What follows belongs to an exercise in optimizing a design on an open flow for a short achievable clock period and few clock cycles; a production flow would make more cautious choices.
In this exercise RTL edits were held to simulation tests only and were not proved equivalent to the original.
Power and IR drop assume default switching activity.

## beebc_core
module beebc_core (
    input  wire       clk,
    input  wire       rst,         
    output wire [3:0] mem_addr,
    input  wire [7:0] mem_rdata,
    output wire [7:0] mem_wdata,
    output wire       mem_we,
    output wire [7:0] out,
    output wire       out_strobe,
    output wire       halted
);
    reg  [7:0] xir;
    reg        xv;          
    reg  [7:0] bop;         
    reg        bv;          
    reg x_lda, x_alu, x_sub, x_sta, x_ldi, x_out, x_hlt;    
    reg  [7:0] fir;
    reg [15:0] f_oh;        
    reg        fv;          
    reg  [3:0] fpc;
    reg  [3:0] fpc1;        
    reg  [3:0] fpc2;        
    reg [15:0] fpc1_oh;     
    reg        pend;        
    reg        pkind;       
    reg  [7:0] firb;
    reg [15:0] fb_oh;
    reg        fbv;
    reg  [3:0] fpcb;
    reg  [3:0] fpcb1;
    reg  [3:0] fpcb2;
    reg [15:0] fpcb1_oh;
    reg  [7:0] a;
    reg  [7:0] alu;
    reg  [7:0] out_r;
    reg        cf;
    reg        zf;
    reg        halted_r;    
    reg        halted_o;    
    reg        out_valid;   
    reg  [7:0] mc [0:15];
    reg [15:0] mv;
    reg  [3:0] pa;          
    reg        pwe;         
    reg        p_opnd;      
    reg        p_fill;      
    function [15:0] dec16;
        input [3:0] v;
        dec16 = 16'h0001 << v;
    endfunction
    function [15:0] rotl;
        input [15:0] v;
        rotl = {v[14:0], v[15]};
    endfunction
    function [15:0] rotr;
        input [15:0] v;
        rotr = {v[0], v[15:1]};
    endfunction
    function [7:0] sel8;
        input [15:0] oh;
        integer k;
        begin
            sel8 = 8'h00;
            for (k = 0; k < 16; k = k + 1)
  ...
Size: roughly 1600 cells after synthesis, roughly 16000 sq um of cells after synthesis.
Settings: LEC_CHECK=0, CAP_MARGIN=20, CORE_MARGIN=2, CORE_UTILIZATION=55, SETUP_SLACK_MARGIN=3.0, SLEW_MARGIN=20; clock period 5.0 ns.
run.sh (not shown) runs the stock make flow with config.mk's settings and CLKGATE_MAP_FILE= SYNTH_SCRIPT=/design/flow/synth_recipe.tcl, a recipe that flattens the netlist after the stock synthesis.
The starting point completed with no timing, DRC or antenna violations.
Testbench counts at the start, summed over its fixed seeds: cycles 27,888.
Change:
--- a/flow/config.mk
+++ b/flow/config.mk
@@ -6,7 +6,8 @@
 export NUM_CORES = 4
 export LEC_CHECK = 0
+export ABC_CLOCK_PERIOD_IN_PS = 2000
 export CAP_MARGIN = 20
 export CORE_MARGIN = 2
-export CORE_UTILIZATION = 55
+export CORE_UTILIZATION = 40
 export SETUP_SLACK_MARGIN = 3.0
 export SLEW_MARGIN = 20
Outcome: Combinational power goes down by 3.3%; final area is higher by 0.51%; flip-flop and latch count does not change; final cell count went up by 6.1%; count of clock-buffer cells in the layout rises by 7.
Change:
--- a/flow/config.mk
+++ b/flow/config.mk
@@ -6,5 +6,4 @@
 export NUM_CORES = 4
 export LEC_CHECK = 0
-export ABC_CLOCK_PERIOD_IN_PS = 2000
 export CAP_MARGIN = 20
 export CORE_MARGIN = 2
@@ -12,2 +11,3 @@
 export SETUP_SLACK_MARGIN = 3.0
 export SLEW_MARGIN = 20
+export SYNTH_HIERARCHICAL = 1
Result: Wire length is higher by 2.7%. Sequential power is higher by about 1%. Synthesized cell count is higher by 3.8%. Cell area is lower by 1.2%. Area after synthesis is higher by 1.6%. Global-route usage is lower by 1.0 points. Worst hold slack is about the same.

---

Another version of the RTL of beebc_core (not shown whole).
Size in the first run: about 2000 cells after synthesis, roughly 310 flip-flops, roughly 33 I/O pins.
==> flow/design.v (excerpt) <==
module beebc_core (
    input  wire       clk,
    input  wire       rst,         
    output wire [3:0] mem_addr,
    input  wire [7:0] mem_rdata,
    output wire [7:0] mem_wdata,
    output wire       mem_we,
    output wire [7:0] out,
    output wire       out_strobe,
    output wire       halted
);
    reg  [7:0] xir;
    reg        xv;          
    reg  [7:0] bop;         
    reg        bv;          
    reg x_lda, x_alu, x_sub, x_sta, x_ldi, x_out, x_hlt;    
    reg  [7:0] fir;
    reg [15:0] f_oh;        
    reg        fv;          
    reg  [3:0] fpc;
    reg  [3:0] fpc1;        
    reg  [3:0] fpc2;        
    reg [15:0] fpc1_oh;     
    reg        pend;        
    reg        pkind;       
    reg  [7:0] firb;
    reg [15:0] fb_oh;
    reg        fbv;
    reg  [3:0] fpcb;
    reg  [3:0] fpcb1;
    reg  [3:0] fpcb2;
    reg [15:0] fpcb1_oh;
    reg  [7:0] a;
    reg  [7:0] alu;
    reg  [7:0] out_r;
    reg        cf;
    reg        zf;
    reg        halted_r;    
    reg        halted_o;    
    reg        out_valid;   
    reg  [7:0] mc [0:15];
    reg [15:0] mv;
    reg  [3:0] pa;          
    reg        pwe;         
    reg        p_opnd;      
    reg        p_fill;      
    function [15:0] dec16;
        input [3:0] v;
        dec16 = 16'h0001 << v;
    endfunction
    function [15:0] rotl;
        input [15:0] v;
        rotl = {v[14:0], v[15]};
    endfunction
    function [15:0] rotr;
        input [15:0] v;
        rotr = {v[0], v[15:1]};
    endfunction
    function [7:0] sel8;
  ...
clock: 5.0 ns
lec_check: 0
cap_margin: 20
core_margin: 2
core_utilization: 50
setup_slack_margin: 2.6
slew_margin: 20
tns_end_percent: 100
Testbench counts at the start, summed over its fixed seeds: cycles 26,560.
Next try:
CORE_UTILIZATION = 40   (was 50)
SETUP_SLACK_MARGIN = 2.4   (was 2.6)
The changed run completed without violations.
Die area climbs by a quarter to a third.
Design area is lower by a little under a tenth.
Setup slack is about the same.
Critical path depth increases by 3.
Clock power fell by a few percent.
Hold slack gets better by 0.0045 ns.
Non-clock buffer count goes down by 99.
Global-route usage goes down by 9.4 points.
Sequential share of layout area went up by 2.7 points.
Next try:
CORE_UTILIZATION = 50   (was 40)
=> Critical path depth is unchanged; combinational power went up by about 2%; final area shrinks by 0.89%; fmax grows by 1.2%.
Next try:
CORE_UTILIZATION = 60   (was 50)
Result:
- register-to-register slack degrades by 0.16 ns
- routed wire length goes up by 1.2%
- die area came out lower by 16%

---

== JK ==
beebc_core, a different RTL version from the one above (not shown whole).
Size in the first run: about 2000 cells after synthesis, roughly 310 flip-flops, about 33 I/O pins, ~19000 sq um of cells after synthesis.
export LEC_CHECK = 0
export CAP_MARGIN = 20
export CORE_MARGIN = 2
export CORE_UTILIZATION = 50
export SETUP_SLACK_MARGIN = 2.4
export SLEW_MARGIN = 20
export TNS_END_PERCENT = 100
create_clock -name core_clock -period 5.0 [get_ports {clk}]
JK: done, clean on timing, DRC and antenna
Testbench counts of JK, summed over its fixed seeds: cycles 26,560.
Relative to JK, the following input files were edited for MS:
Settings: a change of CORE_UTILIZATION from 50 to 40.
[summary]
Taking JK as the reference, in MS total track usage dropped 7.9 points; final standard cell count with taps included and fillers excluded climbed about 4.4%; via total after detailed routing climbed 0.51%; cell area after placement climbed 1.1%; worst slack after detailed placement climbed 36 ps.
Relative to JK, proportion of power drawn by the clock network increased by 1.2 points in MS.
MS completed every stage of the flow, and the final layout passed the timing, design-rule and antenna checks.
JK → MS: final area moved up, count of TritonRoute iterations in the first routing pass moved down.
Higher total of plain and repair buffers excluding clock buffers was reported by MS, not JK.

re-timing with driven ports:
How much do the figures lean on ideal ports? The routed layouts below were timed once more, with nothing changed but the port constraints.
Step 1 sets driving cells, clkbuf_16 on the clock port and buf_2 on the other inputs (assumed; they add their load-dependent delay and slew).
Step 2 also shifts input and output timing later by t, the mid clock arrival at the registers, as if the neighbouring blocks saw the same clock.
a / b / c = ideal ports / drivers / drivers and shift; a / b = the first two.
run	shift t [ns]	slack for setup (ns)	worst register clock-pin slew, ns	worst slew at a driven data input, ns	pins driven straight from the clock port
the first run of note 1	0.583	2.287 / 2.287 / 1.959	0.07 / 0.07	0.13	1
the second run of note 1	0.597	2.341 / 2.341 / 1.860	0.07 / 0.07	0.06	1
the third run of note 1	0.599	2.278 / 2.278 / 1.708	0.07 / 0.07	0.09	1
the first run of note 2	0.619	2.229 / 2.229 / 1.664	0.07 / 0.07	0.07	1
the second run of note 2	0.623	2.229 / 2.237 / 1.615	0.07 / 0.07	0.06	1
the third run of note 2	0.625	2.262 / 2.262 / 1.649	0.07 / 0.07	0.06	1
the fourth run of note 2	0.577	2.104 / 2.104 / 1.556	0.07 / 0.07	0.06	1
JK	0.628	2.163 / 2.163 / 1.585	0.07 / 0.07	0.09	1
MS	0.633	2.241 / 2.241 / 1.627	0.07 / 0.07	0.10	1
After both steps setup and hold are still met in every run listed.
